What follows belongs to an exercise in optimizing a design on an open flow for small area, a short achievable clock period and few clock cycles per item; a production flow would make more cautious choices. The RTL was checked by simulation tests, not by an equivalence proof against the original design. Power and IR drop assume default switching activity.

==> run a <==
## mae_bq
module mae_bq #(
    parameter N_CH = 8
) (
    input  wire        clk,
    input  wire        rst,
    input  wire        cmd_valid,
    output wire        cmd_ready,
    input  wire [31:0] cmd_data,
    output wire        rsp_valid,
    input  wire        rsp_ready,
    output wire [31:0] rsp_data
);
    localparam [2:0] ST_OK      = 3'd0;
    localparam [2:0] ST_ILLEGAL = 3'd1;
    localparam [2:0] ST_BADOP   = 3'd2;
    localparam [2:0] ST_NOTCFG  = 3'd3;
    localparam [2:0] ST_INDEX   = 3'd4;
    localparam [2:0] ST_NUMERIC = 3'd7;
    localparam NK = 13;      
    localparam NR = 5;       
    localparam IW = 3;       
    reg        rdy;           
    reg        in_args;       
    reg  [2:0] argc;          
    reg  [2:0] nargs;
    reg        f_proc, f_setc, f_keep, f_chok;
    reg  [2:0] f_ch;
    reg        bad;
    reg [31:0] opw [0:4];     
    reg        pk_v;
    reg  [2:0] pk_ch;
    reg  [IW-1:0] pk_idx;
    reg [31:0] pk_x;
    reg        iss, iss_s, iss_pk, iss_a, iss_fire, iss_setc, iss_zero;
    reg  [2:0] iss_st, iss_ch;
    reg        rdy_dir;       
    reg        cfg;
    reg [31:0] a0, a1, a2, b1, b2;
    reg [31:0] z1 [0:N_CH-1];
    reg [31:0] z2 [0:N_CH-1];
    reg [N_CH-1:0] zv;        
    reg  [NK-1:1]   act_r;
    reg  [3*NK-1:3] ach_r;
    reg  [IW*NK-1:IW] aidx_r;
    reg  [NK-1:1]   aflt_r;
    wire [NK-1:0]   act  = {act_r, iss_a};
    wire [3*NK-1:0] ach  = {ach_r, iss_ch};
    wire [IW*NK-1:0] aidx = {aidx_r, iss_fire ? pk_idx : tail};
    wire [NK-1:0]   aflt = {aflt_r, 1'b0};
    reg  [2:0]    rob_st  [0:NR-1];
    reg  [31:0]   rob_dat [0:NR-1];
    reg  [NR-1:0] rob_done, rob_hd;
    reg  [IW-1:0] head, tail;
    reg  [3:0]    cnt;
    reg         ov, oph;
    reg  [31:0] odat;
    reg  [31:0] mr, ar, yreg, p2reg, zreg;
    reg         mr_ovf, ar_ovf;
    wire [31:0] x = opw[0];
    wire [31:0] mul_a = (act[6] | act[7]) ? yreg : x;
    wire [31:0] mul_b = act[3] ? a1 : act[4] ? a2 : act[6] ? b1 : act[7] ? b2 : a0;
    wire [31:0] mul_y, add_y;
    wire        mul_ovf, add_ovf;
  ...
==> flow/config.mk <==
export PLATFORM = sky130hd
export DESIGN_NAME = mae_bq
export DESIGN_NICKNAME = mae_bq
export VERILOG_FILES = /design/flow/design.v
export SDC_FILE = /design/flow/constraint.sdc
export NUM_CORES = 4
export LEC_CHECK = 0
export ABC_CLOCK_PERIOD_IN_PS = 5000
export CAP_MARGIN = 20
export CORE_MARGIN = 2
export CORE_UTILIZATION = 40
export PLACE_DENSITY = 0.6
export SLEW_MARGIN = 20
==> flow/constraint.sdc <==
create_clock -name core_clock -period 22.0 [get_ports {clk}]
set_input_delay 4.4000 -clock core_clock [delete_from_list [all_inputs] [get_ports {clk}]]
set_output_delay 4.4000 -clock core_clock [all_outputs]
set_load 0.01 [all_outputs]
standard.sh (not shown) runs the stock make flow with config.mk's settings and CLKGATE_MAP_FILE= SYNTH_SCRIPT=/design/flow/synth_recipe.tcl, a recipe that flattens the netlist after the stock synthesis.
==> flow/flow/run.sh <==
#!/bin/bash
# The standard flow, with synthesis unchanged, but with timing repair after
# floorplan, clock tree and global routing aiming for a setup slack of
# MARGIN ns (a clock period of about 22 - MARGIN ns) instead of 0, and the
# port buffers made plain buffers (buf_4) instead of the default choice.
set -euo pipefail
MARGIN=16.0
bash standard.sh synth > synth.log 2>&1
bash standard.sh SETUP_SLACK_MARGIN=$MARGIN TNS_END_PERCENT=100 \
    "BUFFER_PORTS_ARGS=-buffer_cell sky130_fd_sc_hd__buf_4" finish > layout.log 2>&1
==> inputs of run b, as changes to run a <==
--- a/flow/design.v
+++ b/flow/design.v
@@ -1576,13 +1576,19 @@
     end
     wire        take_dat = ov & oph & rsp_ready;
     wire        free     = take_dat;
     wire [IW-1:0] head1  = (head == NR - 1) ? {IW{1'b0}} : head + 1'b1;
     wire [31:0] dat_h    = (rob_st[head] == ST_OK && rob_hd[head]) ? rob_dat[head] : 32'd0;
-    wire [31:0] w_rdy    = !ov  ? {29'd0, rob_st[head]} :
-                           !oph ? dat_h : {29'd0, rob_st[head1]};
-    wire [31:0] w_idle   = (ov & oph) ? dat_h : {29'd0, rob_st[head]};
+    wire [IW-1:0] fin_i  = aidx[12*IW +: IW];
+    wire [2:0]  st_fin   = fault12 ? ST_NUMERIC : ST_OK;
+    wire        fin_h    = act[12] && fin_i == head;
+    wire        fin_h1   = act[12] && fin_i == head1;
+    wire [2:0]  st_h     = fin_h  ? st_fin : rob_st[head];
+    wire [2:0]  st_h1    = fin_h1 ? st_fin : rob_st[head1];
+    wire [31:0] w_rdy    = !ov  ? {29'd0, st_h} :
+                           !oph ? dat_h : {29'd0, st_h1};
+    wire [31:0] w_idle   = (ov & oph) ? dat_h : {29'd0, st_h};
     always @(posedge clk) begin
         if (rst) begin
             head <= {IW{1'b0}};
             tail <= {IW{1'b0}};
             cnt  <= 4'd0;
@@ -1600,18 +1606,18 @@
                 rob_done[aidx[12*IW +: IW]] <= 1'b1;
                 rob_st[aidx[12*IW +: IW]]   <= fault12 ? ST_NUMERIC : ST_OK;
             end
             cnt <= cnt + {3'd0, iss} - {3'd0, free};
             if (!ov) begin
-                ov  <= rob_done[head];
+                ov  <= rob_done[head] | fin_h;
                 oph <= 1'b0;
             end else if (!oph) begin
                 if (rsp_ready) oph <= 1'b1;
             end else if (rsp_ready) begin
                 rob_done[head] <= 1'b0;
                 head <= head1;
-                ov   <= rob_done[head1];
+                ov   <= rob_done[head1] | fin_h1;
                 oph  <= 1'b0;
             end
         end
         odat <= rsp_ready ? w_rdy : w_idle;
         if (act[6]) rob_dat[aidx[6*IW +: IW]] <= yreg;
CORE_UTILIZATION = 50   (was 40)
PLACE_DENSITY = 0.65   (was 0.6)
==> inputs of run c, as changes to run a <==
CORE_UTILIZATION = 55   (was 40)
PLACE_DENSITY = 0.7   (was 0.6)
==> inputs of run d, as changes to run a <==
==> flow/flow/run.sh (replaced) <==
#!/bin/bash
# The standard flow, with synthesis unchanged, but with timing repair after
# placement, clock tree and global routing aiming for a setup slack of
# MARGIN ns (a clock period of about 22 - MARGIN ns) instead of 0.
set -euo pipefail
MARGIN=15.5
bash standard.sh synth > synth.log 2>&1
bash standard.sh SETUP_SLACK_MARGIN=$MARGIN TNS_END_PERCENT=100 finish > layout.log 2>&1
==> comparison table <==
Result of the run: run a finished clean; run c finished clean; run d finished clean; run b finished clean
Met1 layer usage reported by global route: run a 33.52%; run c 42.49%; run d 32.97%; run b 41.32%
FF-to-FF End: run a mr[31]$_SDFF_PP0_; run c u_mul.s1_s[26]$_DFF_P_; run d u_mul.s1_s[31]$_DFF_P_; run b u_mul.s1_s[26]$_DFF_P_
Leakage power: run a 39.84 nW; run c 39.33 nW; run d 38.63 nW; run b 40.51 nW
Top routing layer in use: run a met5; run c met5; run d met5; run b met4
Vias per inst: run a 5.830; run c 6.344; run d 5.777; run b 6.221
Multi-input combinational area share: run a 42.97%; run c 43.54%; run d 42.85%; run b 43.34%
Maximum net fanout on the critical path: run a 3; run c 3; run d 9; run b 4
Power per Cell Area: run a 95.04 mW/mm2; run c 95.48 mW/mm2; run d 96.87 mW/mm2; run b 96.25 mW/mm2
# rows: run a 176; run c 150; run d 176; run b 158
Critical Path AT: run a 6.69 ns; run c 6.77 ns; run d 1.95 ns; run b 6.86 ns
Final Routed Wirelength: run a 301,500 um; run c 279,600 um; run d 289,000 um; run b 300,400 um
Power dissipated in combinational cells: run a 3.48 mW; run c 3.43 mW; run d 3.25 mW; run b 3.65 mW
Net count reported at finish: run a 9,202; run c 9,127; run d 9,018; run b 9,413
Mapped Cells: run a 8,272; run c 8,272; run d 8,272; run b 8,484
Pre-CTS setup slack: run a 13.93 ns; run c 13.90 ns; run d 13.91 ns; run b 13.99 ns
Number of stages on the worst setup path: run a 15; run c 15; run d 1; run b 17
Clk pwr share: run a 28.3%; run c 27.8%; run d 30.0%; run b 27.9%
Fraction of the cycle the final worst path needs: run a 26.95%; run c 27.39%; run d 28.88%; run b 27.75%
Area share of the leading cell type in the synthesized netlist: run a 38.93%; run c 38.93%; run d 38.93%; run b 38.46%
Area share of buffers outside the clock network: run a 3.845%; run c 3.330%; run d 2.257%; run b 4.331%
Detailed-routed wire length on met3: run a 22,400 um; run c 25,850 um; run d 19,220 um; run b 27,780 um
Clock insertion delay at the later pin of the skew report: run a 0.83 ns; run c 0.83 ns; run d 0.84 ns; run b 0.84 ns
First-iteration detailed-routing DRC count: run a 6,903; run c 7,947; run d 6,285; run b 7,514
Layout filler cell count: run a 20,880; run c 12,750; run d 20,980; run b 15,280
Testbench counts of run a, summed over its fixed seeds: cycles 16,867, items 3,200.
Testbench counts of run b, summed over its fixed seeds: cycles 16,745, items 3,200.
Testbench counts of run c, summed over its fixed seeds: cycles 16,867, items 3,200.
Testbench counts of run d, summed over its fixed seeds: cycles 16,867, items 3,200.

---

==> inputs of run X <==
mae_bq, a different RTL version from the one above (not shown whole).
==> flow/config.mk <==
export PLATFORM = sky130hd
export DESIGN_NAME = mae_bq
export DESIGN_NICKNAME = mae_bq
export VERILOG_FILES = /design/flow/design.v
export SDC_FILE = /design/flow/constraint.sdc
export NUM_CORES = 4
export LEC_CHECK = 0
export ABC_CLOCK_PERIOD_IN_PS = 5000
export CAP_MARGIN = 20
export CORE_MARGIN = 2
export CORE_UTILIZATION = 40
export PLACE_DENSITY = 0.6
export SLEW_MARGIN = 20
==> flow/constraint.sdc <==
create_clock -name core_clock -period 22.0 [get_ports {clk}]
set_input_delay 4.4000 -clock core_clock [delete_from_list [all_inputs] [get_ports {clk}]]
set_output_delay 4.4000 -clock core_clock [all_outputs]
set_load 0.01 [all_outputs]
==> flow/flow/run.sh <==
#!/bin/bash
# The standard flow, with synthesis unchanged, but with timing repair after
# placement, clock tree and global routing aiming for a setup slack of
# MARGIN ns (a clock period of about 22 - MARGIN ns) instead of 0.
set -euo pipefail
MARGIN=15.5
bash standard.sh synth > synth.log 2>&1
bash standard.sh SETUP_SLACK_MARGIN=$MARGIN TNS_END_PERCENT=100 finish > layout.log 2>&1
==> run A (differences from run X) <==
==> flow/run.sh (new file) <==
#!/bin/bash
# synth_recipe.tcl (not shown) runs the flow's synth.tcl, then flattens the netlist and writes it again
# the make line also repeats each setting of config.mk as NAME=value (left out here)
make -C /OpenROAD-flow-scripts/flow DESIGN_CONFIG=/design/flow/config.mk WORK_HOME=/design/flow/orfs CLKGATE_MAP_FILE= SYNTH_SCRIPT=/design/flow/synth_recipe.tcl finish
ABC_CLOCK_PERIOD_IN_PS = default   (was 5000)
removed: flow/flow/run.sh
removed: flow/standard.sh
==> run P (differences from run X) <==
--- a/flow/flow/run.sh
+++ b/flow/flow/run.sh
@@ -5,3 +5,3 @@
 set -euo pipefail
-MARGIN=15.5
+MARGIN=16.2
 bash standard.sh synth > synth.log 2>&1
==> impl_metrics.csv <==
group,metric,value,unit
status,status,"timing/DRC/antenna clean",
drt,first_pass_iters,6,
power,power.density,84.7,nW/um^2
setup_path,cp_data_arrival_time,8840,ps
cells_and_area,nNonClkBuffers,225,
[end of results for run A]
==> impl_metrics.csv <==
group,metric,value,unit
status,status,"timing/DRC/antenna clean",
cells_and_area,nNonClkBuffers,319,
setup_path,cp_data_arrival_time,2060,ps
drt,first_pass_iters,8,
[end of results for run X]
==> impl_metrics.csv <==
group,metric,value,unit
drt,first_pass_iters,8,
synthesis,yosysSeqAreaShare,46.7,%
setup_path,critical_path_class,"reg -> reg",
setup_path,cp_data_arrival_time,6680,ps
cells_and_area,nNonClkBuffers,668,
clocking,cts_made_buffers,165,
status,status,"timing/DRC/antenna clean",
power,power.density,81.5,nW/um^2
[end of results for run P]
Testbench counts of run X, summed over its fixed seeds: cycles 18,406, items 3,200.
Testbench counts of run A, summed over its fixed seeds: cycles 18,406, items 3,200.
Testbench counts of run P, summed over its fixed seeds: cycles 18,406, items 3,200.

-- re-timing with driven ports --
Ports are ideal in the flow. The routed layouts listed here were re-timed in OpenROAD. Step 1 assumes that a clkbuf_16 drives the clock port and a buf_2 every other input. Step 2 moves the port delays by t, midway between the first and last clock arrival at a register: inputs arrive t later, outputs are due t later. That takes back most of the time a late clock gives input paths. a / b / c = no drivers / after step 1 / after step 2; a / b = the first two.
run | t, ns | setup WS [ns] | worst setup path after step 2 | clock arrival spread, ns | worst register clock-pin slew, ns
run a of note 1 | 0.905 | 16.071 / 15.979 / 15.222 | input to register | 0.069 / 0.070 | 0.07 / 0.07
run b of note 1 | 0.891 | 15.895 / 15.923 / 15.033 | input to register | 0.058 / 0.057 | 0.08 / 0.08
run c of note 1 | 0.885 | 15.975 / 16.005 / 15.120 | input to register | 0.068 / 0.068 | 0.07 / 0.07
run d of note 1 | 0.909 | 15.646 / 15.543 / 14.826 | input to register | 0.068 / 0.067 | 0.07 / 0.07
run X of note 2 | 0.892 | 15.539 / 15.442 / 14.841 | input to register | 0.062 / 0.062 | 0.08 / 0.08
run A of note 2 | 0.896 | 13.849 / 13.849 / 13.849 | register to register | 0.079 / 0.080 | 0.08 / 0.08
run P of note 2 | 0.879 | 15.819 / 15.819 / 15.442 | input to register | 0.083 / 0.083 | 0.07 / 0.07
After both steps every run listed still meets setup and hold. For run b of note 1, which loses most, drivers alone change the setup slack by +0.028 ns; drivers and shift together by -0.862 ns.
